This design comes from an exercise in tuning for small area on the open sky130 flow, not from production work.
The RTL was checked by simulation tests, not by an equivalence proof against the original design.
The flow treats the clock pin as an ideal source, which a real chip does not have.

==> design.v <==
module pwm_cmd_rom (
    input  wire [2:0]  cls,     
    input  wire [4:0]  p,
    input  wire [4:0]  p1,      
    input  wire        b,       
    output reg  [2:0]  cls_n,   
    output reg  [4:0]  p_n,
    output wire        hit,     
    output wire [3:0]  f_start, 
    input  wire [3:0]  f,       
    input  wire [4:0]  n,       
    output wire        f_bit,   
    output wire [4:0]  f_len,   
    output wire [3:0]  f_next,  
    output wire        f_last   
);
    wire       e;        
    wire [2:0] z1;       
    assign e = (p[1] & !p[3] & !cls[1] & !cls[2]) | (p[0] & p[1] & p[2] & !cls[2]) | (p[0] & p[1] & !p[2] & p[3] & cls[0] & cls[2]) | (p[0] & !p[1] & p[2] & !cls[1] & cls[2]) | (!p[0] & p[1] & p[2] & !cls[1] & cls[2]) | (!p[0] & p[2] & p[3] & !cls[0] & cls[2]) | (!p[0] & p[1] & !p[3]) | (p[0] & p[2] & !p[3] & cls[2]) | (p[0] & !p[1] & !p[3] & cls[2]) | (!p[1] & !p[2] & p[3] & cls[0] & !cls[2]) | (!p[3] & !cls[0] & !cls[2]) | (!p[0] & p[1] & !p[2] & cls[1] & cls[2]) | (p[0] & p[2] & p[3] & cls[1] & !cls[2]) | (!p[0] & !p[1] & cls[0] & cls[1] & !cls[2]) | (p[0] & p[1] & p[2] & cls[0] & cls[1]);
    assign z1[0] = (p[0] & !p[3] & cls[2]) | (p[1] & p[2] & !cls[1] & cls[2]) | (p[0] & p[2] & !cls[0] & cls[2]) | (p[1] & !p[2] & cls[1] & cls[2]) | (!p[0] & p[3] & cls[0]) | (!p[0] & !cls[0] & !cls[2]) | (p[0] & p[1] & !p[3]) | (!p[0] & !p[2] & !p[4] & cls[2]) | (!p[1] & !p[2] & cls[0] & !cls[2]) | (p[1] & !p[3] & cls[2]) | (p[0] & !p[3] & cls[1]) | (!p[0] & p[2] & !cls[1] & !cls[2]) | (!p[0] & p[3] & !cls[1]) | (p[4] & cls[0] & cls[1]) | (p[0] & !p[1] & cls[0] & cls[1] & !cls[2]);
    assign z1[1] = (p[0] & !p[1] & p[2] & !p[3] & !cls[1]) | (!p[0] & p[1] & !p[2] & p[3] & cls[2]) | (!p[1] & p[2] & !p[3] & cls[2]) | (p[0] & p[1] & p[3] & cls[0] & !cls[2]) | (!p[0] & p[1] & p[3] & cls[1] & cls[2]) | (p[0] & !p[1] & p[3] & cls[0] & cls[2]) | (!p[0] & p[1] & !p[3] & cls[0] & !cls[2]) | (p[0] & !p[1] & !p[2] & p[3] & !cls[0]) | (p[4] & !cls[0] & cls[2]) | (p[0] & p[2] & p[3] & !cls[0] & !cls[2]) | (!p[0] & !p[1] & p[2] & cls[0] & cls[1] & !cls[2]) | (p[4] & !cls[1] & cls[2]) | (!p[0] & p[1] & !p[2] & !cls[0] & !cls[2]) | (!p[0] & p[2] & p[3] & !cls[0] & cls[1] & cls[2]) | (!p[0] & !p[1] & p[2] & p[3] & cls[0] & !cls[2]);
    assign z1[2] = (p[0] & p[1] & !p[2] & !cls[0] & !cls[2]) | (!p[1] & p[2] & p[3] & !cls[0] & !cls[2]) | (p[0] & p[2] & p[3] & !cls[1] & !cls[2]) | (p[1] & p[2] & p[3] & !cls[1] & !cls[2]) | (!p[0] & !p[1] & p[2] & p[3] & !cls[0] & !cls[1]) | (p[0] & p[1] & !p[2] & p[3] & !cls[1] & cls[2]) | (p[0] & p[1] & p[2] & p[3] & cls[0] & cls[1] & cls[2]);
    always @* begin
        cls_n = cls;
        p_n   = p1;
        if (cls == 3'd0) begin
            if (!b) begin
                if (p == 5'd19) p_n = p;
            end else if (p == 5'd15) begin
                cls_n = 3'd1; p_n = 5'd1;
            end else if (p == 5'd19) begin
                cls_n = 3'd2; p_n = 5'd4;
            end else if (p[4]) begin
                cls_n = 3'd4; p_n = 5'd1;
            end else begin
                cls_n = 3'd0; p_n = 5'd0;
            end
        end else if (cls[2] && p == 5'd1) begin
            cls_n = b ? 3'd4 : 3'd3;
        end else if (cls[2] && p == 5'd10) begin
            cls_n[1] = b;
        end else if (cls[2] && p == 5'd11) begin
            cls_n[0] = b;
        end else if (p[4] || b != e) begin
            if (cls == 3'd2 && !b && p == 5'd4) begin
                cls_n = 3'd3; p_n = 5'd2;
            end else if (cls == 3'd2 && !b && p == 5'd6) begin
                cls_n = 3'd4; p_n = 5'd4;
            end else begin
                cls_n = 3'd0; p_n = b ? 5'd0 : {2'd0, z1};
            end
        end
    end
    assign hit = (p == 5'd16) && (cls != 3'd0);
    assign f_start[0] = (!cls[0]);
    assign f_start[1] = (cls[0] & cls[1]) | (cls[1] & cls[2]);
    assign f_start[2] = (cls[0] & cls[1] & !cls[2]) | (!cls[0] & !cls[1]);
    assign f_start[3] = (cls[0] & cls[1] & !cls[2]) | (!cls[1] & cls[2]) | (!cls[0] & cls[2]);
    assign f_len[0] = (f[0] & !f[2] & !f[3]) | (!f[0] & f[1] & f[2] & f[3]);
    assign f_len[1] = (f[0] & !f[2]) | (f[1] & !f[2]) | (!f[2] & f[3]) | (f[0] & !f[1] & f[3]);
    assign f_len[2] = (f[0] & f[1] & !f[3]) | (f[2] & !f[3]) | (!f[0] & f[1] & f[3]) | (!f[0] & f[2]) | (f[1] & f[2]);
    assign f_len[3] = (f[0] & !f[2]) | (f[1]) | (!f[0] & f[2]) | (f[3]);
    assign f_len[4] = (f[0] & !f[3]) | (!f[0] & f[1] & f[3]);
    assign f_next[0] = (f[2] & !f[3]) | (f[0] & f[2]) | (!f[0] & !f[1]);
    assign f_next[1] = (!f[0] & f[3]) | (!f[0] & !f[2]);
    assign f_next[2] = (!f[2] & f[3]) | (f[1] & !f[3]);
    assign f_next[3] = (!f[0] & f[3]) | (f[1] & f[3]);
    assign f_last = (f[0] & !f[3]) | (!f[1] & f[2]) | (!f[0] & f[1] & !f[2] & f[3]);
    assign f_bit = (!n[0] & !n[1] & !n[2] & !f[0] & !f[2]) | (n[0] & n[1] & !n[2] & n[3] & !f[0]) | (!n[2] & !n[4] & !f[2]) | (n[1] & n[2] & n[4] & f[0] & !f[1] & !f[2]) | (n[0] & !n[1] & !n[3] & !f[2]) | (!n[0] & n[1] & n[2] & !n[3] & !f[2]) | (!n[0] & !n[2] & n[3] & f[1] & !f[2]) | (!n[1] & !n[4] & !f[0] & f[2]) | (n[0] & !n[2] & f[0] & !f[3]) | (n[0] & n[1] & !n[2] & f[1] & f[2]) | (!f[0] & !f[1] & !f[2] & !f[3]) | (n[0] & n[2] & n[3] & n[4] & !f[0] & !f[3]) | (!n[0] & n[2] & f[0] & !f[3]) | (n[1] & !n[2] & !n[3] & !f[0] & f[2]) | (!n[1] & n[2] & n[3] & f[1] & f[2] & f[3]) | (n[3] & n[4] & !f[0] & !f[2] & !f[3]) | (!n[1] & !n[2] & !n[3] & f[0] & !f[1]) | (!n[0] & n[1] & !n[2] & !n[3] & f[2]) | (n[2] & n[3] & n[4] & !f[0] & !f[1] & !f[3]) | (n[0] & n[3] & n[4] & !f[0] & f[1] & f[2]) | (n[0] & n[2] & !n[3] & f[0] & !f[1] & f[3]) | (!n[0] & n[1] & n[2] & n[4] & f[0] & !f[1]) | (!n[0] & n[1] & n[2] & n[4] & !f[0] & !f[2]) | (!n[1] & n[2] & n[3] & n[4] & f[0] & f[2] & f[3]) | (!n[1] & !n[2] & !n[3] & !f[2]);
endmodule
module pwm_codec (
    input  wire clk,
    input  wire rst,         
    input  wire bus_in,
    output wire bus_drive
);
    localparam [2:0] RX_HIGH   = 3'd0;    
    localparam [2:0] RX_LOW    = 3'd1;    
    localparam [2:0] TX_HIGH   = 3'd2;    
    localparam [2:0] TX_LOW    = 3'd3;    
    localparam [2:0] TX_SPACE  = 3'd5;    
    localparam [2:0] TX_SETTLE = 3'd4;    
    localparam [2:0] TX_MARK   = 3'd6;    
    localparam [3:0] F_INIT0 = 4'd14;
    localparam [8:0] R_EMPTY = {1'b0, 3'd0, 5'd19};    
    reg  [14:0] c;
    reg  [2:0]  ph;
    reg  [8:0]  r;
    wire [3:0] f   = r[8:5];
    wire [4:0] q   = r[4:0];
    wire [2:0] cls = r[7:5];
    wire [4:0] p   = r[4:0];
    assign bus_drive = (ph == TX_MARK);
    wire        tov     = c[14];
    wire        in_mp   = !ph[2];
    wire        rx_mode = !ph[1];
    wire        mp_done = in_mp && (tov || (ph[0] && bus_in));
    wire w_ge6   = (c[13:7] >= 7'd3);            
    wire w_ge50  = (c[13:7] >= 7'd25);           
    wire w_ge220 = (c[13:8] >= 6'd55);           
    wire idle    = tov || w_ge220;
    wire noise   = !tov && !w_ge6;
    wire rbit    = w_ge50;
    wire       pz     = ~|c[4:0];
    wire       p63    = c[5] & pz;                             
    wire       p31    = (c[5:0] == 6'b100100);                 
    wire [14:0] c_inc = {c[14:6] + {8'd0, p63}, c[4:0], c[5] ^ c[0] ^ pz};
    wire per_end  = &{c[13:9], c[6]} & p63;                    
    wire mark_end = f_bit ? (c[13] & c[11] & c[7] & p31)       
                          : (c[10] & c[9] & p63);              
    wire retry_out = q[4] & q[3] & q[0];                       
    wire dead      = p[4] & p[3];                              
    wire [4:0] q1  = q + 5'd1;
    wire [2:0] cls_n;
    wire [4:0] p_n;
    wire       hit;
    wire [3:0] f_start;
    wire       f_bit;
    wire [4:0] f_len;
    wire [3:0] f_next;
    wire       f_last;
    pwm_cmd_rom u_rom (
        .cls(cls), .p(p), .p1(q1), .b(rbit), .cls_n(cls_n), .p_n(p_n), .hit(hit), .f_start(f_start),
        .f(f), .n(q), .f_bit(f_bit), .f_len(f_len), .f_next(f_next), .f_last(f_last)
    );
    always @(posedge clk) begin
        if (rst) begin
            c  <= 15'd0;
            ph <= TX_HIGH;
            r  <= {F_INIT0, 5'd16};
        end else begin
            c <= c_inc;
            if (in_mp) begin
                if (mp_done) begin
                    c  <= 15'd0;
                    ph <= {1'b0, ph[1], 1'b0};
                    if (rx_mode) begin
                        if (idle) begin
                            r <= R_EMPTY;
                            if (hit) begin
                                ph <= TX_HIGH;
                                r  <= {f_start, 5'd16};
                            end
                        end else if (noise) begin
                            r[4:0] <= 5'd31;
                        end else if (!dead) begin
                            r[7:0] <= {cls_n, p_n};
                        end
                    end else if (tov) begin
                        ph     <= TX_MARK;
                        r[4:0] <= f_len;
                    end else begin
                        r[4:0] <= q1;
                        if (retry_out) begin
                            if (f == F_INIT0) begin
                                ph     <= TX_SETTLE;      
                                r[4:0] <= 5'd31;
                            end else if (f_last) begin
                                ph <= RX_HIGH;
                                r  <= R_EMPTY;
                            end else begin
                                r  <= {f_next, 5'd16};
                            end
                        end
                    end
                end else if (!ph[0] && !bus_in) begin
                    c  <= 15'd0;
                    ph <= {1'b0, ph[1], 1'b1};
                end
            end else if (ph != TX_SETTLE) begin
                if (mark_end && ph == TX_MARK)
                    ph <= TX_SPACE;
                if (per_end) begin
                    c      <= 15'd0;
                    r[4:0] <= q1;
                    if (&q) begin
                        ph     <= TX_SETTLE;
                        r[4:0] <= (f == F_INIT0) ? 5'd27 : 5'd28;
                    end else begin
                        ph <= TX_MARK;
                    end
                end
            end else begin
                if (per_end) begin
                    c      <= 15'd0;
                    r[4:0] <= q1;
                    if (&q) begin
                        if (f_last) begin
                            ph <= RX_HIGH;
                            r  <= R_EMPTY;
                        end else begin
                            ph <= TX_HIGH;
                            r  <= {f_next, 5'd16};
                        end
                    end
                end
            end
        end
    end
endmodule
==> flow/run.sh <==
#!/bin/bash
# Layout flow: the standard synthesis; then the combinational logic between
# the flip-flops is mapped again by ABC with an area-oriented script (the
# flip-flops keep their instances, names and cell types), proven equivalent
# to the standard netlist, and laid out by the standard flow from
# floorplan to finish, with its own clock buffering (see below). Each tool
# writes its output to its own log here.
set -euo pipefail
here=$(pwd)
R=$here/orfs/results/$FLOW_PLATFORM/pwm_codec/base
LIB=$FLOW_HOME/platforms/$FLOW_PLATFORM/lib/sky130_fd_sc_hd__tt_025C_1v80.lib
YOSYS=$(command -v yosys || true)
[[ -n "$YOSYS" ]] || YOSYS=$FLOW_HOME/../tools/install/yosys/bin/yosys

bash standard.sh synth > synth.log 2>&1
cp "$R/1_2_yosys.v" std_synth.v

python3 flow/resyn.py std_synth.v resyn.v "$FLOW_TOP" "$LIB" "$YOSYS" 11 60 > resyn.log 2>&1
bash flow/eqcheck.sh std_synth.v resyn.v "$FLOW_TOP" "$YOSYS" > eqcheck.log 2>&1

cp resyn.v "$R/1_2_yosys.v"
# Clock: flow/clkbuf.tcl, run before CTS, drives the flip-flops' clock pins
# through CLKBUF_N buffers fed by the clock port and has CTS skip the clock
# nets (flow/cts.args keeps CTS from adding dummy loads). Port buffers use the
# cell in flow/ports.args.
CLKBUF_CELL=sky130_fd_sc_hd__clkbuf_8 CLKBUF_N=2 CLKBUF_PORT=clk \
  bash standard.sh "CTS_ARGS=$(cat flow/cts.args)" "BUFFER_PORTS_ARGS=$(cat flow/ports.args)" \
  "PRE_CTS_TCL=$here/flow/clkbuf.tcl" finish > layout.log 2>&1
==> flow/clkbuf.tcl <==
# Clock distribution for a small design, run before CTS (PRE_CTS_TCL): the
# flip-flops are split into CLKBUF_N groups of equal size by position
# (balanced k-means), and each
# group's clock pins are driven by one CLKBUF_CELL buffer, placed at the
# group's centroid, whose input is the clock port. CTS is then told to skip
# the clock nets, so it adds nothing.
set block [ord::get_db_block]
set db [ord::get_db]
set master [$db findMaster $::env(CLKBUF_CELL)]
set k $::env(CLKBUF_N)
set clknet [$block findNet $::env(CLKBUF_PORT)]
set sinks {}
foreach it [$clknet getITerms] {
  set bb [[$it getInst] getBBox]
  lappend sinks [list $it [expr {([$bb xMin] + [$bb xMax]) / 2.0}] [expr {([$bb yMin] + [$bb yMax]) / 2.0}]]
}
set n [llength $sinks]
# initial centres: k slices of the sinks sorted by y
set sorted [lsort -real -index 2 $sinks]
set cx {}
set cy {}
for {set j 0} {$j < $k} {incr j} {
  set s [lindex $sorted [expr {int(($j + 0.5) * $n / $k)}]]
  lappend cx [lindex $s 1]
  lappend cy [lindex $s 2]
}
# balanced k-means: each group takes at most ceil(n/k) flip-flops, nearest first
set cap [expr {($n + $k - 1) / $k}]
for {set iter 0} {$iter < 30} {incr iter} {
  set pairs {}
  for {set i 0} {$i < $n} {incr i} {
    set s [lindex $sinks $i]
    for {set j 0} {$j < $k} {incr j} {
      lappend pairs [list [expr {abs([lindex $s 1] - [lindex $cx $j]) + abs([lindex $s 2] - [lindex $cy $j])}] $i $j]
    }
  }
  set grp [lrepeat $n -1]
  set cnt [lrepeat $k 0]
  foreach p [lsort -real -index 0 $pairs] {
    lassign $p d i j
    if {[lindex $grp $i] < 0 && [lindex $cnt $j] < $cap} {
      lset grp $i $j
      lset cnt $j [expr {[lindex $cnt $j] + 1}]
    }
  }
  set ncx {}
  set ncy {}
  for {set j 0} {$j < $k} {incr j} {
    set sx 0.0
    set sy 0.0
    set m 0
    foreach s $sinks g $grp {
      if {$g == $j} { set sx [expr {$sx + [lindex $s 1]}]; set sy [expr {$sy + [lindex $s 2]}]; incr m }
    }
    if {$m > 0} { lappend ncx [expr {$sx / $m}]; lappend ncy [expr {$sy / $m}] } else { lappend ncx [lindex $cx $j]; lappend ncy [lindex $cy $j] }
  }
  set cx $ncx
  set cy $ncy
}
set skip [list [$clknet getName]]
for {set j 0} {$j < $k} {incr j} {
  set net [odb::dbNet_create $block clknet_leaf_$j]
  $net setSigType CLOCK
  set inst [odb::dbInst_create $block $master clkbuf_leaf_$j]
  [$inst findITerm A] connect $clknet
  [$inst findITerm X] connect $net
  set m 0
  foreach s $sinks g $grp {
    if {$g == $j} {
      set it [lindex $s 0]
      $it disconnect
      $it connect $net
      incr m
    }
  }
  $inst setLocation [expr {int([lindex $cx $j])}] [expr {int([lindex $cy $j])}]
  $inst setPlacementStatus PLACED
  lappend skip clknet_leaf_$j
  puts "clkbuf.tcl: clkbuf_leaf_$j drives $m clock pins"
}
global_connect
detailed_placement
set_cts_config -skip_nets $skip
==> flow/cts.args <==
-sink_clustering_enable -repair_clock_nets -dont_use_dummy_load -buf_list sky130_fd_sc_hd__clkbuf_8
==> flow/eqcheck.sh <==
#!/bin/bash
# eqcheck.sh STD.v NEW.v TOP YOSYS: prove NEW.v equivalent to STD.v (flip-flops paired by name)
set -euo pipefail
sed -e 's/^(\* blackbox \*)$//' cell_models.v > eq_models.v
python3 - eq_models.v <<'PY'
import re, sys
t = open(sys.argv[1]).read()
t = re.sub(r'(module (sky130_fd_sc_hd__dfxtp_\d)\(CLK, D, Q\);\n  input CLK;\n  input D;\n  output Q;\n)',
           r'\1  reg Q;\n  always @(posedge CLK) Q <= D;\n', t)
open(sys.argv[1], 'w').write(t)
PY
sed -e "s/^module $3\b/module eq_gold/" $1 > eq_gold.v
sed -e "s/^module $3\b/module eq_gate/" $2 > eq_gate.v
$4 -p "read_verilog eq_models.v; read_verilog eq_gold.v; read_verilog eq_gate.v; \
  hierarchy -check; proc; flatten eq_gold eq_gate; opt_clean; \
  equiv_make eq_gold eq_gate eq; hierarchy -top eq; equiv_simple; equiv_induct; equiv_status -assert"
==> flow/ports.args <==
-buffer_cell sky130_fd_sc_hd__buf_1
==> flow/resyn.py <==
#!/usr/bin/env python3
"""Map the combinational logic of a synthesised sky130hd netlist again, for area.

usage: resyn.py STD.v OUT.v TOP LIB YOSYS [NSEEDS [SECONDS]]

Every combinational cell of STD.v is replaced by its function (from the
liberty), the flip-flops stay as they are (same instances, names and cell
types), and ABC maps the logic between them again with area-oriented
scripts (&deepsyn with a few seeds, and a plain &dch/&nf mapping); the
smallest result is kept. Writes OUT.v, then checks that the flip-flops and ports are unchanged.
"""
import os, re, subprocess, sys, time

std, out, top, lib, yosys = sys.argv[1:6]
NSEEDS = int(sys.argv[6]) if len(sys.argv) > 6 else 3
DEEP_T = int(sys.argv[7]) if len(sys.argv) > 7 else 60
libtext = open(lib).read()
nl = open(std).read()
used = set(re.findall(r'^\s*(sky130_fd_sc_hd__\w+)\s', nl, re.M))
SEQ = re.compile(r'sky130_fd_sc_hd__(df|edf|sdf|sedf|dl)')

def block(text, start):
    i, depth = start, 1
    while depth:
        if text[i] == '{': depth += 1
        elif text[i] == '}': depth -= 1
        i += 1
    return text[start:i]

models = []
dont_use = []
for m in re.finditer(r'\n\s*cell\s*\(\s*"?(sky130_fd_sc_hd__\w+)"?\s*\)\s*\{', libtext):
    name = m.group(1)
    if 'lpflow' in name or 'probe' in name:
        dont_use.append(name)
    body = block(libtext, m.end())
    pins = []
    for pm in re.finditer(r'\n\s*pin\s*\(\s*"?(\w+)"?\s*\)\s*\{', body):
        pb = block(body, pm.end())
        d = re.search(r'direction\s*:\s*"?(\w+)', pb).group(1)
        f = re.search(r'\bfunction\s*:\s*"([^"]*)"', pb)
        pins.append((pm.group(1), d, f.group(1) if f else None))
    seq = SEQ.match(name) is not None
    outs = [p for p, d, f in pins if d != 'input']
    if not outs or (not seq and any(f is None for p, d, f in pins if d != 'input')):
        continue
    if any(d not in ('input', 'output') for p, d, f in pins):
        continue
    if len(set(p for p, d, f in pins)) != len(pins) or name in dont_use:
        continue
    models.append(('(* blackbox *)\n' if seq else '') + 'module %s(%s);' % (name, ', '.join(p for p, _, _ in pins)))
    for p, d, f in pins:
        models.append('  %s %s;' % ('input' if d == 'input' else 'output', p))
    if not seq:
        for p, d, f in pins:
            if d == 'output':
                e = f.replace('!', '~').replace('+', '|').replace('*', '&')
                e = re.sub(r'([\w)])\s+(?=[\w(~])', r'\1 & ', e)
                models.append('  assign %s = %s;' % (p, e))
    models.append('endmodule')
open('cell_models.v', 'w').write('\n'.join(models) + '\n')

du = ' '.join('-dont_use %s' % c for c in dont_use)
SCRIPTS = {'nf': 'strash\n&get -n\n&dch -f\n&nf -R 1000\n&put\n'}
for seed in range(1, NSEEDS + 1):
    SCRIPTS['deep%d' % seed] = ('strash\n&get -n\n&deepsyn -T %d -S %d\n&dch -f\n&nf -R 1000\n&put\n'
                                % (DEEP_T, seed))
# and a few runs of &deepsyn twice in a row, with two seeds
for s1, s2 in ((2, 3), (1, 2), (3, 1)):
    SCRIPTS['deep%d_%d' % (s1, s2)] = ('strash\n&get -n\n&deepsyn -T %d -S %d\n&deepsyn -T %d -S %d\n'
                                       '&dch -f\n&nf -R 1000\n&put\n' % (DEEP_T, s1, DEEP_T, s2))
def ys_text(tag):
    return f"""read_verilog cell_models.v
read_verilog {std}
hierarchy -top {top}
scratchpad -set flatten.separator @@
flatten
rename -hide w:*@@*
techmap
opt
abc -liberty {lib} {du} -script resyn_{tag}.abc
opt_clean
hilomap -singleton -hicell sky130_fd_sc_hd__conb_1 HI -locell sky130_fd_sc_hd__conb_1 LO
write_verilog -noattr -nohex -nodec resyn_{tag}.v
tee -o resyn_{tag}.stat stat -liberty {lib}
"""
# at most NUM_CORES runs at a time, so each &deepsyn gets a whole CPU for its time
jobs = max(1, int(os.environ.get('NUM_CORES', '4')))
rcs = {}
running = {}
for tag, script in SCRIPTS.items():
    open('resyn_%s.abc' % tag, 'w').write(script)
    open('resyn_%s.ys' % tag, 'w').write(ys_text(tag))
    while len(running) >= jobs:
        for t, p in list(running.items()):
            if p.poll() is not None:
                rcs[t] = p.returncode
                del running[t]
        time.sleep(0.5)
    running[tag] = subprocess.Popen([yosys, '-s', 'resyn_%s.ys' % tag],
                                    stdout=open('resyn_%s.log' % tag, 'w'), stderr=subprocess.STDOUT)
for t, p in running.items():
    rcs[t] = p.wait()
areas = {}
for tag, rc in rcs.items():
    if rc == 0:
        st = open('resyn_%s.stat' % tag).read()
        areas[tag] = float(re.search(r'Chip area for module .*?: ([\d.]+)', st).group(1))
print('areas:', areas)
best = min(areas, key=areas.get)
print('best:', best, areas[best])
open(out, 'w').write(open('resyn_%s.v' % best).read())

def flops(text):
    return sorted((c, n) for c, n in re.findall(r'^\s*(sky130_fd_sc_hd__\w+)\s+(\\\S+|\w+)\s*\(', text, re.M)
                  if SEQ.match(c))
def ports(text):
    m = re.search(r'module\s+' + re.escape(top) + r'\s*\((.*?)\);', text, re.S)
    return sorted(x.strip() for x in m.group(1).split(','))
new = open(out).read()
a, b = flops(nl), flops(new)
print('flip-flops: %d standard, %d remapped' % (len(a), len(b)))
if a != b or ports(nl) != ports(new):
    print('MISMATCH in flip-flops or ports')
    sys.exit(1)
bad = [c for c in set(re.findall(r'^\s*(sky130_fd_sc_hd__\w+)\s', new, re.M)) if c in dont_use]
if bad:
    print('dont_use cells used:', bad)
    sys.exit(1)
print('ok')
==> standard.sh <==
#!/bin/bash
# synth_recipe.tcl (not shown) runs the flow's synth.tcl, then flattens the netlist and writes it again
# the make line also repeats each setting of config.mk as NAME=value (left out here)
make -C /OpenROAD-flow-scripts/flow DESIGN_CONFIG=/design/flow/config.mk WORK_HOME=/design/flow/orfs CLKGATE_MAP_FILE= SYNTH_SCRIPT=/design/flow/synth_recipe.tcl "${@:-finish}"
==> config.mk <==
export PLATFORM = sky130hd
export DESIGN_NAME = pwm_codec
export DESIGN_NICKNAME = pwm_codec
export VERILOG_FILES = /design/flow/design.v
export SDC_FILE = /design/flow/constraint.sdc
export NUM_CORES = 4
export LEC_CHECK = 0
export CAP_MARGIN = 20
export CORE_MARGIN = 2
export CORE_UTILIZATION = 40
export SLEW_MARGIN = 20
==> constraint.sdc <==
create_clock -name core_clock -period 62.5 [get_ports {clk}]
set_input_delay 12.5000 -clock core_clock [delete_from_list [all_inputs] [get_ports {clk}]]
set_output_delay 12.5000 -clock core_clock [all_outputs]
set_load 0.01 [all_outputs]
==> flow_summary.toml <==
[synthesis]
syn_area_um2 = 2040
syn_inst = 306
syn_nets = 309
syn_avg_cell_area_um2 = 6.67
yosys_warnings = 2

[place]
place_congestion = 0.925
portBuffers = 3
hpwl_um = 4570

[sta]
final-hold-violation-count = 0
max_freq_mhz = 67.9
slew_violations = 0
grt_setup_unrepaired = "false"
post-route-period-util_pct = 23.6
min_period_ns = 14.72
tightestPinTransition_ns = 0.848
tns_ns = 0
finalSetupViolCount = 0
fin_worst_skew_ns = 0.00431
slew_headroom_pct = 43.4
fin_worst_hold_slack_ns = 0.456

[hold_path]
hold_class = "reg2reg"
whs_path_depth = 1
min_from = "c[3]"
hold_path_end = "c[4]"

[setup_path]
path_cells = "buf_1, a21oi_1, nor2_1, nor2_1, a21oi_1, nand2_1, nor2_1, o21ai_0, a21oi_1, a21oi_1, a211o_1"
cp_top_family = "compound AO/OA/AOI/OAI gates"
slowest_delay_ns = 0.46
r2r_cells = 16
crit_buf_inv = 1
critPathKind = "in2reg"
cp_slowest_cell = "a21oi_1"
crit_path_frequent_cell = "a21oi_1"
required_ns = 62.54
timing.rr.end = "r[6]"
crit_start = "bus_in"
startpoint_type = "input pin"
endpoint_kind = "flip-flop"
cp_max_fo = 7
worstPathArrival_ns = 14.77
r2r_slack_ns = 58.48
r2r-start = "r[6]"

[routing]
ant_nets = 0
drc_errors = 0
routed_wirelength_um = 6340
via_count = 2386
viasPerCell = 6.25
drt-initial-drc-count = 331
wl_per_cell_um = 16.6
first_pass_iters = 5

[floorplan]
rows = 26
dieArea_um2 = 5690
initial_core_util_pct = 40.8
coreArea_um2 = 5010
die_h_um = 75.5
die_w_um = 75.5
num_io_pins = 4

[grt]
grt_pass1_wl_um = 10400
grt_pass1_vias = 2108
antenna_found_initial = 0
grt_overflow = 0
track_usage_pct = 23.0
grt_max_degree = 25

[clock_tree]
ctsHoldBuffers = 0
cts_setup_buffers = 0
clk-insertion-delay-late_ns = 0.15
path_clk_slew_ns = 0.09
ctsResizeCount = 0

[finish]
syn_to_final_growth_pct = 6.86
antenna_cells = 0
drive_above_1_share_pct = 1.28
fin_nets = 317
fillCellCount = 543

[job]
cap_violations = 0

[pwr]
p_per_area_nw_per_um2 = 14.7
finalPower_uw = 32.1
power_leakage_uw = 0.000711
peakVddDrop_uv = 13.2

[run_status]
status = "no timing/DRC/antenna violations"
[layer usage]
layer | GRT usage, % | vias up | wire length (um)
li1 | - | 1171 | -
met1 | 34.0 | 1065 | 2830
met2 | 36.4 | 130 | 2820
met3 | 1.98 | 20 | 511
met4 | 5.26 | 0 | 176
met5 | 0 | - | 0
[layout make-up]
cell class                 instances  area (um^2)  area share, %
buffer                             2         27.5           1.26
inverter                           6         22.5           1.03
multi-input combinational        273         1490           68.1
sequential                        27          541           24.8
tap                               70         87.6           4.01
timing repair buffer               4         18.8          0.860
[power by group]
group / total [uW] / switching, uW / internal, uW
Sequential: 19.0 / 1.37 / 17.6
Clock: 7.43 / 4.48 / 2.95
Combinational: 5.71 / 3.59 / 2.12
Total: 32.1 / 9.45 / 22.7
[per-stage QoR]
| stage | std cells | util [%] | worst slack (ns) | instance area (um^2) |
|---|---|---|---|---|
| finish | 382 | 43.6 | 47.78 | 2180 |
| global route | 382 | 43.6 | 47.53 | 2180 |
| CTS | 382 | 43.4 | 47.70 | 2180 |
| detailed placement | 380 | 42.9 | 47.71 | 2150 |
| global placement | 380 | 42.9 | 47.85 | 2150 |
| floorplan | 306 | - | 48.29 | 2040 |
[cell usage in the layout (no fill, tap or decap), types with 2 or more instances in the layout]
| master | n |
|---|---|
| nor2_1 | 53 |
| nand2_1 | 39 |
| o21ai_0 | 31 |
| a21oi_1 | 28 |
| dfxtp_1 | 27 |
| nor3_1 | 16 |
| a31oi_1 | 10 |
| nand2b_1 | 10 |
| nand3_1 | 9 |
| and2_0 | 7 |
| clkinv_1 | 6 |
| nor2b_1 | 6 |
| o31ai_1 | 5 |
| a221oi_1 | 4 |
| o21bai_1 | 3 |
| a2111oi_0 | 3 |
| or2_0 | 3 |
| nand4_1 | 3 |
| o21a_1 | 3 |
| o211ai_1 | 3 |
| buf_1 | 3 |
| and3_1 | 2 |
| a21o_1 | 2 |
| a211o_1 | 2 |
| or4_1 | 2 |
| nor4b_1 | 2 |
| nor4_1 | 2 |
| xnor2_1 | 2 |
| o221ai_1 | 2 |
| a211oi_1 | 2 |
| nor3b_1 | 2 |
| o22ai_1 | 2 |
| clkbuf_8 | 2 |
[worst max-delay path by stage]
stage               cells past startpoint  endpoint
floorplan                              10      r[6]
global placement                       11      r[6]
detailed placement                     11      r[6]
CTS                                    11      r[6]
global route                           11      r[6]
finish                                 11      r[6]
[registers in the layout (all words and copies together), names as in the netlist]
register and flops:
c 15, ph 3, r 9

==> afterwards: timing with drivers on the ports <==
In the flow no input, the clock included, has a driving cell. The finished layout below was timed again as built, in two steps.
Step 1: set_driving_cell puts a clkbuf_16 on clk and a buf_2 on each other input, an assumption about the parent block.
Step 2, shift: input delay + t, output delay - t, t = (earliest + latest rising clock arrival at the registers) / 2. This alone moves slack from input paths to output paths.
Slacks: no drivers / after step 1 / after step 2; pairs: no drivers / after step 1.
t (ns): 0.181
slack for setup (ns): 47.777 / 47.790 / 47.609
hold WS [ns]: 0.456 / 0.456 / 0.456
worst register clock-pin slew, ns: 0.09 / 0.09
After both steps setup and hold are still met in this run. The setup slack of this run moves by +0.013 ns with the drivers and by -0.168 ns with both steps.
